From an optimization exercise on the open Yosys and OpenROAD flow, aimed at small area; shortcuts taken in it are not production practice.
Where RTL was checked, it was by simulation tests only, not by an equivalence proof against the original.
Power is estimated from default activity; no workload was simulated.

## iolu_framer
module iolu_framer (
    input  wire        clk,
    input  wire        rst,
    input  wire [1:0]  cfg_bitrate,
    input  wire [7:0]  cfg_preop_pdout,
    input  wire [7:0]  cfg_preop_od,
    input  wire [7:0]  cfg_preop_pdin,
    input  wire [7:0]  cfg_op_pdout,
    input  wire [7:0]  cfg_op_od,
    input  wire [7:0]  cfg_op_pdin,
    input  wire        cmd_valid,
    input  wire [11:0] cmd,
    input  wire [63:0] cmd_ts,
    input  wire [63:0] cmd_te,
    output wire        oct_v,
    output wire        oct_dev,
    output wire [9:0]  oct_idx,
    output wire        msg_v,
    output wire        msg_kind,
    output wire [63:0] msg_t_start,
    output wire [63:0] msg_t_end,
    output wire        msg_valid,
    output wire [5:0]  msg_chk_calc,
    output wire [7:0]  msg_mc,
    output wire [7:0]  msg_ck,
    output wire [7:0]  msg_pd_len,
    output wire [7:0]  msg_od_len,
    output wire        drop,
    output wire        fatal,
    output wire [1:0]  fatal_stage,
    output wire [3:0]  fatal_code,
    output wire [15:0] fatal_info
);
For scale: ~400 I/O pins, about 12000 um2 of cells after synthesis.
==> flow/config.mk <==
export PLATFORM = sky130hd
export DESIGN_NAME = iolu_framer
export DESIGN_NICKNAME = iolu_framer
export VERILOG_FILES = /design/flow/design.v
export SDC_FILE = /design/flow/constraint.sdc
export NUM_CORES = 4
export LEC_CHECK = 0
export ABC_AREA = 1
export CAP_MARGIN = 20
export CORE_MARGIN = 2
export CORE_UTILIZATION = 40
export SLEW_MARGIN = 20
export BUFFER_PORTS_ARGS = -buffer_cell sky130_fd_sc_hd__buf_1
export CTS_ARGS = -sink_clustering_enable -repair_clock_nets -dont_use_dummy_load -buf_list {sky130_fd_sc_hd__clkbuf_4 sky130_fd_sc_hd__clkbuf_8}
==> flow/constraint.sdc <==
create_clock -name core_clock -period 14.0 [get_ports {clk}]
set_input_delay 2.8000 -clock core_clock [delete_from_list [all_inputs] [get_ports {clk}]]
set_output_delay 2.8000 -clock core_clock [all_outputs]
set_load 0.01 [all_outputs]
standard.sh (not shown) runs the stock make flow with config.mk's settings and CLKGATE_MAP_FILE= SYNTH_SCRIPT=/design/flow/synth_recipe.tcl, a recipe that flattens the netlist after the stock synthesis.
==> flow/flow/run.sh <==
#!/bin/bash
# Standard ORFS layout (the standard.sh) with two changes to config.mk:
# the port buffers are made from the smallest buffer, and clock tree
# synthesis uses small clock buffers and adds no dummy loads.
set -e
cat >> config.mk <<'CFG'
export BUFFER_PORTS_ARGS = -buffer_cell sky130_fd_sc_hd__buf_1
export CTS_ARGS = -sink_clustering_enable -repair_clock_nets -dont_use_dummy_load -buf_list {sky130_fd_sc_hd__clkbuf_4 sky130_fd_sc_hd__clkbuf_8}
CFG
bash standard.sh > standard.log 2>&1
==> next run, changes <==
--- a/flow/design.v
+++ b/flow/design.v
@@ -64,28 +64,33 @@
         case (op)
             4'h0, 4'h2, 4'h3, 4'h5: illegal = (arg != 8'h00);
             4'h1:                   illegal = 1'b0;
             4'h4:                   illegal = (arg[7:2] != 6'd0);
             default:                illegal = 1'b1;
         endcase
     end
     wire [64:0] lt, bw;
-    wire [63:0] gap;            
     assign lt[0] = 1'b0;
     assign bw[0] = 1'b0;
     genvar gi;
     generate
         for (gi = 0; gi < 64; gi = gi + 1) begin : g_chain
             assign lt[gi+1] = (cmd_te[gi] ^ cmd_ts[gi]) ? cmd_ts[gi] : lt[gi];
             assign bw[gi+1] = (cmd_ts[gi] ^ le[gi])     ? le[gi]     : bw[gi];
-            assign gap[gi]  = cmd_ts[gi] ^ le[gi] ^ bw[gi];
         end
     endgenerate
     wire ts_lt_le = bw[64];
+    wire [51:0] tH   = cmd_ts[63:12];
+    wire [51:0] lH   = le[63:12];
+    wire [51:0] e    = ~(tH ^ lH);
+    wire [51:0] gc   = tH | ~lH;
+    wire        eqH  = &e;
+    wire        eq1H = ~e[0] & (&(~(e[51:1] ^ gc[50:0])));
+    wire [11:0] dL   = cmd_ts[11:0] - le[11:0];
     reg [11:0] lim;
     always @(*) begin
         case ({st, cfg_bitrate})
             {ST_MASTER, 2'd1}: lim = 12'd208;
             {ST_MASTER, 2'd2}: lim = 12'd26;
             {ST_DRD,    2'd1}: lim = 12'd2080;
             {ST_DRD,    2'd2}: lim = 12'd260;
             {ST_DEVICE, 2'd1}: lim = 12'd624;
@@ -93,17 +98,17 @@
             {ST_MASTER, 2'd0}, {ST_MASTER, 2'd3}: lim = 12'd4;
             {ST_DRD,    2'd0}, {ST_DRD,    2'd3}: lim = 12'd40;
             default:           lim = 12'd12;
         endcase
     end
     wire err_bitrate = (cfg_bitrate == 2'd0);
     wire err_order1  = lt[64];
     wire err_order2  = le_v & ts_lt_le;
-    wire restart     = (st != ST_IDLE) & ((|gap[63:12]) | (gap[11:0] > lim));
+    wire restart     = (st != ST_IDLE) & ~((dL <= lim) & (eqH | (eq1H & bw[12])));
     wire       first_n  = st[0];             
     wire       is_dev_n = st[1] ^ st[0];     
     wire [8:0] nidx_n   = first_n ? 9'd0 : idx + 9'd1;
     wire       at_ckt_n = (st == ST_MASTER) & (idx == 9'd0);
     wire [1:0] mode = at_ckt_n ? arg[7:6] : ck[7:6];
     function [7:0] len_p;
         input [1:0] m;
         case (m)
Result: The new run completed with no timing, DRC or antenna violations. Register-to-register slack improved by 2.2 ns. Clock power hardly moves. Design area came out higher slightly. Power is about the same. Sequential cell count is unchanged. Combinational power barely changes. Via count came out higher slightly. Global-route usage increases by 1.7 points. Non-clock buffer count is higher by 2. Routed wire length rises by a little under a tenth. Sequential power is about the same. Setup slack gets better by 3.4 ns.
No run of this note included a check of the RTL's function; only the layout flow was run.

Another version of the RTL of iolu_framer (not shown whole).
Size: about 400 I/O pins, ~9900 µm² of cells after synthesis.
export LEC_CHECK = 0
export CAP_MARGIN = 20
export CORE_MARGIN = 2
export CORE_UTILIZATION = 40
export SLEW_MARGIN = 20
export BUFFER_PORTS_ARGS = -buffer_cell sky130_fd_sc_hd__buf_1
export CTS_ARGS = -sink_clustering_enable -repair_clock_nets -dont_use_dummy_load -buf_list {sky130_fd_sc_hd__clkbuf_4 sky130_fd_sc_hd__clkbuf_8}
create_clock -name core_clock -period 14.0 [get_ports {clk}]
==> flow/flow/run.sh <==
#!/bin/bash
# The standard ORFS layout (standard.sh) with three changes:
#  - synthesis maps the logic with an area-oriented ABC script (three rounds
#    of choice computation and area-oriented mapping) in place of ORFS's
#    speed script, and leaves adders to ABC instead of mapping them to
#    adder cells first; everything else in synthesis, including the
#    flip-flop mapping, is ORFS's own;
#  - the port buffers are made from the smallest buffer;
#  - clock tree synthesis uses small clock buffers and adds no dummy loads.
set -e
cat >> config.mk <<'CFG'
export BUFFER_PORTS_ARGS = -buffer_cell sky130_fd_sc_hd__buf_1
export CTS_ARGS = -sink_clustering_enable -repair_clock_nets -dont_use_dummy_load -buf_list {sky130_fd_sc_hd__clkbuf_4 sky130_fd_sc_hd__clkbuf_8}
CFG
# ORFS's scripts with only abc_speed.script replaced, for synthesis only
rm -rf synth_scripts
cp -r "$FLOW_HOME/scripts" synth_scripts
cp flow/abc_area3.script synth_scripts/abc_speed.script
bash standard.sh SCRIPTS_DIR="$PWD/synth_scripts" ADDER_MAP_FILE= synth > synth.log 2>&1
bash standard.sh > standard.log 2>&1
==> flow/flow/abc_area3.script <==
strash
&get -n
&st
&dch -f
&nf -a -R 1000
&st
&dch -f
&nf -a -R 1000
&st
&dch -f
&nf -a -R 1000
&put
topo
The first run ran to the end with no violations.
Then changed:
--- a/flow/design.v
+++ b/flow/design.v
@@ -63,50 +63,48 @@
     always @(*) begin
         case (op)
             4'h0, 4'h2, 4'h3, 4'h5: illegal = (arg != 8'h00);
             4'h1:                   illegal = 1'b0;
             4'h4:                   illegal = (arg[7:2] != 6'd0);
             default:                illegal = 1'b1;
         endcase
     end
     wire [64:0] lt, bw;
-    wire [63:0] eq = ~(cmd_ts ^ le);         
-    wire [63:0] bg = ~cmd_ts & le;           
+    wire [63:0] gap;            
     assign lt[0] = 1'b0;
     assign bw[0] = 1'b0;
     genvar gi;
     generate
         for (gi = 0; gi < 64; gi = gi + 1) begin : g_chain
             assign lt[gi+1] = (cmd_te[gi] ^ cmd_ts[gi]) ? cmd_ts[gi] : lt[gi];
-            assign bw[gi+1] = bg[gi] | (eq[gi] & bw[gi]);
+            assign bw[gi+1] = (cmd_ts[gi] ^ le[gi])     ? le[gi]     : bw[gi];
+            assign gap[gi]  = cmd_ts[gi] ^ le[gi] ^ bw[gi];
         end
     endgenerate
     wire ts_lt_le = bw[64];
-    wire [11:0] dL      = ~eq[11:0] ^ bw[11:0];
-    wire        hi_zero = (eq[12] ^ bw[12]) & (&(eq[63:13] ^ bg[62:12]));
     reg [11:0] lim;
     always @(*) begin
         case ({st, cfg_bitrate})
             {ST_MASTER, 2'd1}: lim = 12'd208;
             {ST_MASTER, 2'd2}: lim = 12'd26;
             {ST_DRD,    2'd1}: lim = 12'd2080;
             {ST_DRD,    2'd2}: lim = 12'd260;
             {ST_DEVICE, 2'd1}: lim = 12'd624;
             {ST_DEVICE, 2'd2}: lim = 12'd78;
             {ST_MASTER, 2'd0}, {ST_MASTER, 2'd3}: lim = 12'd4;
             {ST_DRD,    2'd0}, {ST_DRD,    2'd3}: lim = 12'd40;
             default:           lim = 12'd12;
         endcase
     end
     wire err_bitrate = (cfg_bitrate == 2'd0);
     wire err_order1  = lt[64];
     wire err_order2  = le_v & ts_lt_le;
-    wire restart     = (st != ST_IDLE) & ~((dL <= lim) & hi_zero);
+    wire restart     = (st != ST_IDLE) & ((|gap[63:12]) | (gap[11:0] > lim));
     wire       first_n  = st[0];             
     wire       is_dev_n = st[1] ^ st[0];     
     wire [8:0] nidx_n   = first_n ? 9'd0 : idx + 9'd1;
     wire       at_ckt_n = (st == ST_MASTER) & (idx == 9'd0);
     wire [1:0] mode = at_ckt_n ? arg[7:6] : ck[7:6];
     function [7:0] len_p;
         input [1:0] m;
         case (m)
             2'd1:    len_p = cfg_preop_pdout;
The new run finished with negative setup slack left.
Die area is lower slightly.
Routed wire length is higher by well over a third.
Sequential power is about the same.
Worst hold slack is better by 0.023 ns.
Non-clock buffer count rises by 433.
Function not checked in the second run of this note: the RTL went through the layout flow alone.

-- port drivers added, routing unchanged --
The results above use ideal ports. As a check the final layouts listed here were re-extracted and re-timed, cells and wires unchanged. Step 1 sets driving cells, clkbuf_16 on the clock port and buf_2 on the other inputs (assumed; they add their load-dependent delay and slew). Step 2 moves the port delays by t, midway between the first and last clock arrival at a register: inputs arrive t later, outputs are due t later. That takes back most of the time a late clock gives input paths. Slacks: ideal ports / drivers / drivers and shift; pairs: ideal ports / drivers.
run	shift t [ns]	setup slack, ns	clock arrival spread, ns
the first run of note 1	0.515	2.907 / 2.927 / 2.412	0.038 / 0.038
the second run of note 1	0.506	6.269 / 6.246 / 5.740	0.033 / 0.033
the first run of note 2	0.487	0.785 / 0.796 / 0.309	0.037 / 0.037
the second run of note 2	0.490	-5.148 / -5.169 / -5.659	0.044 / 0.045
For the second run of note 1, which loses most, drivers alone change the setup slack by -0.023 ns; drivers and shift together by -0.529 ns.
